This design comes from an exercise in tuning for small area, a short achievable clock period and few clock cycles on the open sky130 flow, not from production work.
The RTL was checked by simulation tests, not by an equivalence proof against the original design.
Power figures rest on the tool's default switching activity, not on a simulated workload.

**flow/config.mk**
```make
export PLATFORM = sky130hd
export DESIGN_NAME = zeus_core
export DESIGN_NICKNAME = zeus_core
export VERILOG_FILES = /design/flow/design.v
export SDC_FILE = /design/flow/constraint.sdc
export NUM_CORES = 4
export LEC_CHECK = 0
export CAP_MARGIN = 20
export CORE_MARGIN = 2
export CORE_UTILIZATION = 40
export PLACE_DENSITY = 0.6
export SLEW_MARGIN = 20
```
**flow/constraint.sdc**
```tcl
create_clock -name core_clock -period 9.0 [get_ports {clk}]
set_input_delay 1.8000 -clock core_clock [delete_from_list [all_inputs] [get_ports {clk}]]
set_output_delay 1.8000 -clock core_clock [all_outputs]
set_load 0.01 [all_outputs]
```
**flow/design.v**
```verilog
module zeus_core (
    input  wire         clk,
    input  wire         rst,
    input  wire         op_valid,
    input  wire         op_boot,
    output wire         op_ready,
    output reg          done,
    output reg  [1:0]   result,
    output reg  [2:0]   cycles,
    output reg  [1:0]   fault_code,
    output reg  [5:0]   fault_info,
    output reg          mem_valid,
    output reg          mem_we,
    output reg  [15:0]  mem_addr,
    output reg  [15:0]  mem_wdata,
    input  wire         mem_ready,
    input  wire [15:0]  mem_rdata,
    output wire [1:0]   mode,
    output wire [15:0]  pc,
    output wire [15:0]  sp,
    output wire [15:0]  ex,
    output wire [15:0]  ia,
    output wire [127:0] regs
);
    localparam [1:0] MODE_HALTED  = 2'd0;
    localparam [1:0] MODE_READY   = 2'd1;
    localparam [1:0] MODE_FAULTED = 2'd2;
    localparam [1:0] RES_OK      = 2'd0;
    localparam [1:0] RES_FAULT   = 2'd1;
    localparam [1:0] RES_REFUSED = 2'd2;
    localparam [4:0] OP_NOP = 5'h00, OP_SET = 5'h01, OP_ADD = 5'h02,
                     OP_SUB = 5'h03, OP_MUL = 5'h04, OP_DIV = 5'h06,
                     OP_MOD = 5'h08, OP_AND = 5'h0a, OP_BOR = 5'h0b,
                     OP_XOR = 5'h0c, OP_SHR = 5'h0d, OP_SHL = 5'h0f;
    localparam [2:0] T_NONE = 3'd0, T_IW = 3'd1, T_EA = 3'd2, T_EB = 3'd3,
                     T_RA = 3'd4, T_RB = 3'd5, T_NX = 3'd6, T_WR = 3'd7;
    localparam [1:0] E_GATH = 2'd0, E_WRITE = 2'd1, E_DIV = 2'd2, E_SKIP = 2'd3;
    reg [15:0] x [0:7];
    reg [15:0] pc_r, ex_r;
    reg [1:0]  mode_r;
    assign mode = mode_r;
    assign pc   = pc_r;
    assign sp   = {1'b0, {15{mode_r != MODE_HALTED}}};
    assign ex   = ex_r;
    assign ia   = 16'h0000;
    genvar gi;
    generate
        for (gi = 0; gi < 8; gi = gi + 1) begin : g_regs
            assign regs[16*gi +: 16] = x[gi];
        end
    endgenerate
    reg        busy;         
    reg [1:0]  est;
    reg [2:0]  rtag;         
    reg [2:0]  stag;         
    reg [15:0] iw;  reg iw_v;
    reg [15:0] aa;  reg got_ea, got_ra;    
    reg [15:0] ab;  reg got_eb;            
    reg [15:0] vb;  reg got_rb;            
    reg [15:0] nw;  reg got_nx;            
    reg [3:0]  dcnt;
    wire arr_iw = (rtag == T_IW);
    wire arr_ea = (rtag == T_EA);
    wire arr_eb = (rtag == T_EB);
    wire arr_ra = (rtag == T_RA);
    wire arr_rb = (rtag == T_RB);
    wire arr_nx = (rtag == T_NX);
    wire        run   = (mode_r == MODE_READY);
    wire        iw_ok = iw_v | arr_iw;
    wire [15:0] iwe   = arr_iw ? mem_rdata : iw;
    wire [15:0] nwe   = arr_nx ? mem_rdata : nw;
    wire        nx_ok = got_nx | arr_nx;
    wire [4:0] fo = iwe[4:0];
    wire [4:0] fb = iwe[9:5];
    wire [5:0] fa = iwe[15:10];
    wire [2:0] ra = fa[2:0];
    wire [2:0] rb = fb[2:0];
    wire a_reg = (fa[5:3] == 3'b000);
    wire a_ind = (fa[5:3] == 3'b001);
    wire a_off = (fa[5:3] == 3'b010);
    wire a_bad = (fa[5:3] == 3'b011);
    wire a_lit = fa[5];
    wire b_reg = (fb[4:3] == 2'b00);
    wire b_ind = (fb[4:3] == 2'b01);
    wire b_off = (fb[4:3] == 2'b10);
    wire b_bad = (fb[4:3] == 2'b11);
    reg op_def;
    always @(*) begin
        case (fo)
            5'h00, 5'h01, 5'h02, 5'h03, 5'h04, 5'h06, 5'h08, 5'h0a, 5'h0b,
            5'h0c, 5'h0d, 5'h0f, 5'h10, 5'h11, 5'h12, 5'h13, 5'h14, 5'h15,
            5'h16, 5'h17: op_def = 1'b1;
            default:      op_def = 1'b0;
        endcase
    end
    wire is_nop = (fo == OP_NOP);
    wire is_set = (fo == OP_SET);
    wire is_if  = (fo[4:3] == 2'b10);
    wire is_div = (fo == OP_DIV);
    wire is_mod = (fo == OP_MOD);
    wire is_dm  = is_div | is_mod;
    wire is_mul = (fo == OP_MUL);
    wire fault = a_bad | b_bad | !op_def;
    wire valid = iw_ok & !fault;
    wire need_ea = a_off & !is_nop;
    wire need_eb = b_off & !is_nop;
    wire need_ra = (a_ind | a_off) & !is_nop;
    wire need_rb = (b_ind | b_off) & !is_nop & !is_set;
    wire wr_mem  = (b_ind | b_off) & !is_nop & !is_if;
    wire wr_reg  = b_reg & !is_nop & !is_if;
    wire [15:0] pc1 = pc_r + 16'd1;
    wire [15:0] pc2 = pc_r + 16'd2;
    wire [15:0] pc3 = pc_r + 16'd3;
    wire [15:0] nxt = (a_off & b_off) ? pc3 : (a_off | b_off) ? pc2 : pc1;
    wire [15:0] xa  = x[ra];
    wire [15:0] xb  = x[rb];
    wire [15:0] addr_a = a_off ? aa : xa;
    wire [15:0] addr_b = b_off ? ab : xb;
    wire [15:0] eaddr  = (arr_ea ? xa : xb) + mem_rdata;
    wire [1:0]  slen = {1'b0, (nwe[15:13] == 3'b010)} + {1'b0, (nwe[9:8] == 2'b10)};
    wire [15:0] skip_pc = nxt + 16'd1 + {14'd0, slen};
    wire [15:0] lit_a = (fa[4:0] == 5'd0) ? 16'hffff : {11'd0, fa[4:0] - 5'd1};
    wire [15:0] vae = a_lit ? lit_a : a_reg ? xa : (arr_ra ? mem_rdata : aa);
    wire [15:0] vbe = b_reg ? xb : (arr_rb ? mem_rdata : vb);
    wire va_ok = !need_ra | got_ra | arr_ra;
    wire vb_ok = !need_rb | got_rb | arr_rb;
    wire ops_ok = valid & va_ok & vb_ok & (!need_eb | got_eb)
                  & !(is_mul & (arr_ra | arr_rb));
    wire        is_add = (fo == OP_ADD);
    wire [16:0] sum    = {1'b0, vbe} + {1'b0, is_add ? vae : ~vae} + {16'd0, !is_add};
    wire        carry  = sum[16];
    wire [15:0] andv   = vbe & vae;
    wire        eq     = (vbe == vae);
    wire        ltu    = !carry;
    wire        gtu    = carry & !eq;
    wire        sdiff  = vbe[15] ^ vae[15];
    wire        lts    = sdiff ? vbe[15] : ltu;
    wire        gts    = sdiff ? vae[15] : gtu;
    reg cond;
    always @(*) begin
        case (fo[2:0])
            3'd0: cond = |andv;
            3'd1: cond = ~|andv;
            3'd2: cond = eq;
            3'd3: cond = !eq;
            3'd4: cond = gtu;
            3'd5: cond = gts;
            3'd6: cond = ltu;
            default: cond = lts;
        endcase
    end
    wire [31:0] prod = vbe * vae;
    wire        shr    = (fo == OP_SHR);
    wire        sh_big = |vae[15:5];
    reg  [15:0] sh_in;
    integer k;
    always @(*) for (k = 0; k < 16; k = k + 1) sh_in[k] = shr ? vbe[15-k] : vbe[k];
    wire [31:0] sh_t = {16'd0, sh_in} << vae[4:0];
    reg  [15:0] sh_lo, sh_hi;
    always @(*) begin
        for (k = 0; k < 16; k = k + 1) begin
            sh_lo[k] = sh_big ? 1'b0 : (shr ? sh_t[15-k] : sh_t[k]);
            sh_hi[k] = sh_big ? 1'b0 : (shr ? sh_t[31-k] : sh_t[16+k]);
        end
    end
    wire va_zero = (vae == 16'd0);
    reg [15:0] res_b, res_ex;
    reg        res_wex;
    always @(*) begin
        res_b   = vae;
        res_ex  = 16'd0;
        res_wex = 1'b0;
        case (fo)
            OP_ADD: begin res_b = sum[15:0]; res_ex = {15'd0, carry}; res_wex = 1'b1; end
            OP_SUB: begin res_b = sum[15:0]; res_ex = {16{!carry}};   res_wex = 1'b1; end
            OP_MUL: begin res_b = prod[15:0]; res_ex = prod[31:16];   res_wex = 1'b1; end
            OP_DIV: begin res_b = 16'd0; res_ex = 16'd0; res_wex = 1'b1; end
            OP_MOD: begin res_b = 16'd0; end
            OP_AND: res_b = andv;
            OP_BOR: res_b = vbe | vae;
            OP_XOR: res_b = vbe ^ vae;
            OP_SHR, OP_SHL: begin res_b = sh_lo; res_ex = sh_hi; res_wex = 1'b1; end
            default: ;
        endcase
    end
    wire [17:0] d_t1 = {1'b0, nw, vb[15]} - {2'b00, aa};
    wire        d_q1 = !d_t1[17];
    wire [15:0] d_r1 = d_q1 ? d_t1[15:0] : {nw[14:0], vb[15]};
    wire [17:0] d_t2 = {1'b0, d_r1, vb[14]} - {2'b00, aa};
    wire        d_q2 = !d_t2[17];
    wire [15:0] d_r2 = d_q2 ? d_t2[15:0] : {d_r1[14:0], vb[14]};
    wire        d_div  = is_div;
    wire [15:0] d_vb   = {vb[13:0], d_div ? ex_r[15:14] : {d_q1, d_q2}};
    wire [15:0] d_ex   = {ex_r[13:0], d_q1, d_q2};
    wire [15:0] d_res  = d_div ? d_vb : d_r2;
    wire        d_last = (dcnt == 4'd0);
    assign op_ready = !busy;
    wire fire      = op_valid & !busy;
    wire fire_step = fire & !op_boot;
    wire acc       = busy | (fire_step & run);
    reg [2:0] req;
    always @(*) begin
        req = T_NONE;
        if (run) begin
            case (est)
                E_GATH: begin
                    if (stag != T_NONE)
                        req = stag;
                    else if (!iw_ok)
                        req = T_IW;
                    else if (valid) begin
                        if (need_ea & !got_ea & !arr_ea)
                            req = T_EA;
                        else if (need_eb & !got_eb & !arr_eb)
                            req = T_EB;
                        else if (need_ra & !got_ra & !arr_ra & (!a_off | got_ea))
                            req = T_RA;
                        else if (need_rb & !got_rb & !arr_rb & (!b_off | got_eb))
                            req = T_RB;
                        else if (!is_dm & !nx_ok)
                            req = T_NX;
                    end
                end
                E_WRITE: req = T_WR;
                E_DIV:   req = (d_last & !nx_ok) ? T_NX : T_NONE;
                default: req = arr_nx ? T_IW : T_NX;    
            endcase
        end
    end
    always @(*) begin
        mem_valid = (req != T_NONE);
        mem_we    = (req == T_WR);
        mem_wdata = vb;
        case (req)
            T_IW:    mem_addr = (est == E_SKIP) ? skip_pc : pc_r;
            T_EA:    mem_addr = pc1;
            T_EB:    mem_addr = a_off ? pc2 : pc1;
            T_RA:    mem_addr = addr_a;
            T_RB:    mem_addr = addr_b;
            T_WR:    mem_addr = addr_b;
            default: mem_addr = nxt;
        endcase
    end
    wire xfer    = mem_valid & mem_ready;
    wire port_ok = !mem_valid | mem_ready;
    integer i;
    task next_iw;
        input alias_w;
        begin
            if (alias_w) begin
                iw   <= vb;
                iw_v <= 1'b1;
            end else if (arr_nx) begin
                iw   <= mem_rdata;
                iw_v <= 1'b1;
            end else begin
                iw   <= nw;
                iw_v <= got_nx;
            end
        end
    endtask
    task nx_to_iw;
        begin
            if (req == T_NX) begin
                if (mem_ready) rtag <= T_IW;
                else           stag <= T_IW;
            end
        end
    endtask
    task clear_step;
        begin
            est     <= E_GATH;
            got_ea  <= 1'b0;
            got_eb  <= 1'b0;
            got_ra  <= 1'b0;
            got_rb  <= 1'b0;
            got_nx  <= 1'b0;
            busy    <= 1'b0;
            done    <= 1'b1;
            result  <= RES_OK;
        end
    endtask
    wire [2:0] cyc_base = 3'd1 + {2'd0, a_off} + {2'd0, b_off};
    always @(posedge clk) begin
        if (rst) begin
            done       <= 1'b0;
            result     <= RES_OK;
            cycles     <= 3'd0;
            fault_code <= 2'd0;
            fault_info <= 6'd0;
            mode_r     <= MODE_HALTED;
            pc_r       <= 16'h0000;
            ex_r       <= 16'h0000;
            for (i = 0; i < 8; i = i + 1)
                x[i] <= 16'h0000;
            busy    <= 1'b0;
            est     <= E_GATH;
            rtag    <= T_NONE;
            stag    <= T_NONE;
            iw      <= 16'h0000;
            iw_v    <= 1'b0;
            aa      <= 16'h0000;
            ab      <= 16'h0000;
            vb      <= 16'h0000;
            nw      <= 16'h0000;
            got_ea  <= 1'b0;
            got_eb  <= 1'b0;
            got_ra  <= 1'b0;
            got_rb  <= 1'b0;
            got_nx  <= 1'b0;
            dcnt    <= 4'd0;
        end else begin
            done <= 1'b0;
            rtag <= (xfer && req != T_WR) ? req : T_NONE;
            stag <= (mem_valid && !mem_ready) ? req : T_NONE;
            if (arr_iw) begin iw <= mem_rdata; iw_v <= 1'b1; end
            if (arr_ea | arr_eb) begin
                if (arr_ea) begin aa <= eaddr; got_ea <= 1'b1; end
                else        begin ab <= eaddr; got_eb <= 1'b1; end
            end
            if (arr_ra) begin aa <= mem_rdata; got_ra <= 1'b1; end
            if (arr_rb) begin vb <= mem_rdata; got_rb <= 1'b1; end
            if (arr_nx) begin nw <= mem_rdata; got_nx <= 1'b1; end
            if (fire) begin
                if (op_boot) begin
                    done <= 1'b1;
                    if (mode_r == MODE_HALTED) begin
                        result <= RES_OK;
                        for (i = 0; i < 8; i = i + 1)
                            x[i] <= 16'h0000;
                        ex_r   <= 16'h0000;
                        pc_r   <= 16'h8000;
                        mode_r <= MODE_READY;
                        iw_v   <= 1'b0;
                        est    <= E_GATH;
                        got_ea <= 1'b0;
                        got_eb <= 1'b0;
                        got_ra <= 1'b0;
                        got_rb <= 1'b0;
                        got_nx <= 1'b0;
                    end else begin
                        result <= RES_REFUSED;
                    end
                end else if (!run) begin
                    done   <= 1'b1;
                    result <= RES_REFUSED;
                end else begin
                    busy <= 1'b1;
                end
            end
            if (run) begin
                case (est)
                    E_GATH: begin
                        if (iw_ok && fault && acc) begin
                            busy       <= 1'b0;
                            done       <= 1'b1;
                            result     <= RES_FAULT;
                            mode_r     <= MODE_FAULTED;
                            if (a_bad) begin
                                fault_code <= 2'd1;
                                fault_info <= {1'b0, fa[4:0]};
                            end else if (b_bad) begin
                                fault_code <= 2'd1;
                                fault_info <= {1'b1, fb};
                            end else begin
                                fault_code <= 2'd2;
                                fault_info <= {1'b0, fo};
                            end
                        end else if (ops_ok && acc) begin
                            if (is_if) begin
                                if (cond) begin
                                    clear_step;
                                    cycles <= cyc_base;
                                    pc_r   <= nxt;
                                    next_iw(1'b0);
                                    nx_to_iw;
                                end else if (nx_ok) begin
                                    clear_step;
                                    cycles <= cyc_base + 3'd1;
                                    pc_r   <= skip_pc;
                                    iw_v   <= 1'b0;
                                end else begin
                                    est <= E_SKIP;
                                end
                            end else if (is_dm & !va_zero) begin
                                if (port_ok) begin
                                    est  <= E_DIV;
                                    aa   <= vae;
                                    vb   <= vbe;
                                    nw   <= 16'd0;
                                    dcnt <= is_div ? 4'd15 : 4'd7;
                                    if (is_div) ex_r <= 16'd0;
                                end
                            end else if (wr_mem) begin
                                if (port_ok) begin
                                    est <= E_WRITE;
                                    vb  <= res_b;
                                    if (res_wex) ex_r <= res_ex;
                                end
                            end else begin
                                clear_step;
                                cycles <= cyc_base;
                                pc_r   <= nxt;
                                if (wr_reg) x[rb] <= res_b;
                                if (res_wex & wr_reg) ex_r <= res_ex;
                                next_iw(1'b0);
                                nx_to_iw;
                            end
                        end
                    end
                    E_WRITE: begin
                        if (mem_ready) begin
                            clear_step;
                            cycles <= cyc_base;
                            pc_r   <= nxt;
                            next_iw(addr_b == nxt);
                        end
                    end
                    E_DIV: begin
                        if (port_ok) begin
                            nw   <= d_r2;
                            vb   <= d_vb;
                            if (d_div) ex_r <= d_ex;
                            dcnt <= dcnt - 4'd1;
                            if (d_last) begin
                                if (wr_mem) begin
                                    est <= E_WRITE;
                                    vb  <= d_res;
                                end else begin
                                    clear_step;
                                    cycles <= cyc_base;
                                    pc_r   <= nxt;
                                    x[rb]  <= d_res;
                                    iw_v   <= 1'b0;
                                    nx_to_iw;
                                end
                            end
                        end
                    end
                    default: begin   
                        if (arr_nx) begin
                            clear_step;
                            cycles <= cyc_base + 3'd1;
                            pc_r   <= skip_pc;
                            iw_v   <= 1'b0;
                        end
                    end
                endcase
            end
        end
    end
endmodule
```
**flow/run.sh**
```bash
#!/bin/bash
# synth_recipe.tcl (not shown) runs the flow's synth.tcl, then flattens the netlist and writes it again
# the make line also repeats each setting of config.mk as NAME=value (left out here)
make -C /OpenROAD-flow-scripts/flow DESIGN_CONFIG=/design/flow/config.mk WORK_HOME=/design/flow/orfs CLKGATE_MAP_FILE= SYNTH_SCRIPT=/design/flow/synth_recipe.tcl finish
```
==> impl_metrics.json <==
{
  "status": "complete, but fails checks",
  "check-failures": "setup timing",
  "cts_hold_repair.buffers": 0,
  "synth_compound_area_share_pct": 25.6,
  "ys_types": 114,
  "drv_slew": 0,
  "die_width_um": 314,
  "setup_ws_ns": -0.0489,
  "antenna_found_initial": 1,
  "synthArstFlopShare_pct": 0,
  "die_y_um": 314,
  "rr_worst_depth": 34,
  "worstHoldPathType": "reg -> reg",
  "drc": 0,
  "clockRootBuffer": "clkbuf_16",
  "crit_path_max_fanout": 10,
  "layout.nets": 6150,
  "hold_viol_final": 0,
  "setup_viol_count_final": 6,
  "timing.final.crit_period_ns": 9.05,
  "design.portCount": 264,
  "cpMostUsedCell": "fa_1",
  "p_clk_share_pct": 19.6,
  "fmax_mhz": 111,
  "path_clk_slew_ns": 0.06,
  "fin_skew_ns": 0.0464,
  "fin_crit_sh_pct": 101,
  "place_hpwl_um": 169000,
  "path_class": "in -> reg",
  "num_rows": 113,
  "cpPeakStageDelay_ns": 0.58,
  "final_cell_mix": "722 x buf_4, 570 x nor2_1, 522 x nand2_1",
  "power_switching_w": 0.00368,
  "rsz0062_at_grt": "yes",
  "pwr-share-comb_pct": 62.3,
  "cp.required_ns": 9.52,
  "setup.worst_path.end": "ex_r[15]",
  "worstReg2RegEnd": "ex_r[15]",
  "drive_above_1_share_pct": 22.5,
  "crit_start": "mem_rdata[10]",
  "numCtsBuffers": 37,
  "r2r_setup_slack_ns": 0.09,
  "grt_use_total_pct": 42.0,
  "switching_share_pct": 45.6,
  "final_common_cell": "buf_4",
  "cts_buffer_depth": 3,
  "synth_mux_area_share_pct": 8.18,
  "firstDrtPassIters": 9,
  "worstMarginPinSlew_ns": 1.25,
  "initial_utilization_pct": 40.5,
  "syn_inst": 4995,
  "final.setup.tns_ns": -0.0896,
  "synth-simple-area-share_pct": 20.3,
  "area_growth_pct": 32.4,
  "synth_top_family_by_area": "compound AO/OA/AOI/OAI gates",
  "end_kind": "flip-flop",
  "worst_ep_arrival_time_ns": 9.57,
  "drt-wirelength-per-cell_um": 30.6,
  "worstReg2RegStart": "rtag[0]",
  "io_buffers": 246,
  "cpMaxStageDelayCell": "fa_1",
  "drv_cap": 0,
  "wl_um": 214000,
  "power_density_nw_per_um2": 158,
  "coreArea_um2": 95200,
  "p_leak_nw": 21.1,
  "syn_area_per_cell_um2": 7.71,
  "synth-xor-area-share_pct": 3.25,
  "avgViaCountPerCell": 6.50,
  "grt_pass1_vias": 43074,
  "cts.sinks": 275,
  "relSlewSlack_pct": 16.3,
  "grt_pass1_wl_um": 305000,
  "worstSetupStartpointType": "input port",
  "cts_tree": "yes",
  "p_int_w": 0.00439,
  "synth-seq-cells": 275,
  "ant_nets": 0,
  "die_area_um2": 98800,
  "seq_area_frac_synth_pct": 17.6,
  "clock_latency_ns": 0.63,
  "ys_warn_count": 1,
  "drtIter0Drc": 6993,
  "holdWs_ns": 0.455,
  "cts.htree.levels": 2,
  "power_frac_seq_pct": 18.1,
  "netlist_area_um2": 38500,
  "irDropWorstVdd_v": 0.000354,
  "gp_congestion": 1.10,
  "dr_total_vias": 45553,
  "worstHoldPathCells": 2,
  "synth_ff_type": "dfxtp_1",
  "synthAdderAreaFrac_pct": 17.2,
  "synth-edff-count": 128,
  "overflow": 0,
  "grt_max_degree": 67
}
-- worst min path at each step --
stage                     endpoint  slack (ns)    from
after global routing         ab[3]        0.48   ab[3]
after detailed placement     ab[6]        0.45   ab[6]
after CTS                    ab[6]        0.46   ab[6]
final                        ab[1]        0.46   ab[1]
after floorplan             ab[15]        0.44  ab[15]
after global placement       ab[1]        0.44   ab[1]
-- sequential cells by signal, indices dropped and copies added (netlist names), 6 cells and up --
| name | flops |
|---|---|
| vb | 16 |
| aa | 16 |
| fault_info | 6 |
| nw | 16 |
| pc_r | 16 |
| ab | 16 |
| iw | 16 |
| ex_r | 16 |
| x | 128 |
-- through the flow --
step / cell area, um^2 / power [W] / utilization (%) / instances / worst slack [ns]
finish: 51000 / 0.00806 / 53.6 / 7013 / -0.0489
global placement: 47100 / 0.00583 / 49.5 / 6844 / -1.84
floorplan: 39100 / 0.00387 / - / 5011 / -0.108
detailed placement: 47100 / 0.00585 / 49.5 / 6844 / -1.88
global route: 51000 / 0.00842 / 53.6 / 7010 / -0.265
CTS: 49700 / 0.00762 / 52.3 / 6974 / -0.00793
-- final cells by class --
class                           count  area (um^2)
Clock buffer                       46         1020
Inverter                          350         1340
Fill cell                        9069        44200
Tap cell                         1265         1580
Multi-Input combinational cell   4003        30800
Sequential cell                   275         6790
Antenna cell                        3         7.51
Timing Repair Buffer             1052         9260
Clock inverter                     19          221
-- routing by layer --
layer  vias to the layer above  track usage [%]  routed length [um]
met5                         -                0                   0
met4                         0             24.4               15100
met3                       693             10.2               26000
met2                      3307             62.4               90200
met1                     22012             55.6               83000
li1                      19541                -                   -
-- Yosys cell counts (all sizes together), types with 53 or more instances --
cell type | instances | area, um^2
a21oi | 315 | 1610
inv | 339 | 1270
nor2 | 608 | 2290
fa | 199 | 3980
clkbuf | 259 | 972
edfxtp | 128 | 3840
o22ai | 86 | 544
o21ai | 243 | 1240
a211oi | 98 | 746
buf | 124 | 731
mux2i | 224 | 2290
nand2 | 535 | 2010
xnor2 | 90 | 788
dfxtp | 147 | 2940
nand3 | 87 | 435
o211ai | 55 | 413
nor3 | 144 | 721
a221oi | 75 | 663
mux2 | 68 | 766
xor2 | 53 | 464
ha | 211 | 2640
a21o | 61 | 458
-- critical path, delay by kind of cell --
family	cells	cell delay, ns
adder cells (fa/ha/maj)	8	3.42
AO/OA/AOI/OAI	12	2.47
AND/OR/NAND/NOR	3	0.47
buffers and inverters	11	1.37
-- cell families after synthesis --
| group | Yosys count |
|---|---|
| AOI/OAI and AO/OA | 1423 |
| xor gates and xnor gates | 143 |
| adders and majority gates | 410 |
| buffers and inverters | 733 |
| DFF | 275 |
| muxes | 296 |
| other | 1 |
| and+or+nand+nor | 1714 |
-- timing repair --
item,in CTS,in global routing
cloned,2,1
pin swaps,57,78
setup endpoints to repair,99,70
gates resized for setup,184,203
setup buffers,64,39
-- power groups by stage --
| stage | clock network, W | registers [W] | logic, W |
|---|---|---|---|
| 2_1_floorplan | 0 | 0.00143 | 0.00245 |
| 3_3_place_gp | 0 | 0.00148 | 0.00436 |
| 3_5_place_dp | 0 | 0.00148 | 0.00437 |
| 4_1_cts | 0.00159 | 0.00145 | 0.00458 |
| 5_1_grt | 0.00162 | 0.00146 | 0.00534 |
| 6_report | 0.00158 | 0.00146 | 0.00502 |
Testbench counts, summed over its fixed seeds: cycles 44,625.

[afterwards: timing with drivers on the ports]
The flow's constraints put no driver on any port. The routed layout listed below was extracted and timed again, unchanged, in two steps. Step 1 sets driving cells, clkbuf_16 on the clock port and buf_2 on the other inputs (assumed; they add their load-dependent delay and slew). Step 2 adds t to the input delays and takes it off the output delays; t is the mean of the earliest and latest rising clock arrival at the registers after step 1. Input paths then give back, and output paths get back, about the clock's delay inside the block. Three values: ideal ports, drivers, drivers and shift; two values: the first two.
t (ns): 0.672
slack for setup (ns): -0.049 / -0.048 / -0.720
pins driven straight from the clock port: 1
The setup slack of this run moves by +0.001 ns with the drivers and by -0.671 ns with both steps.
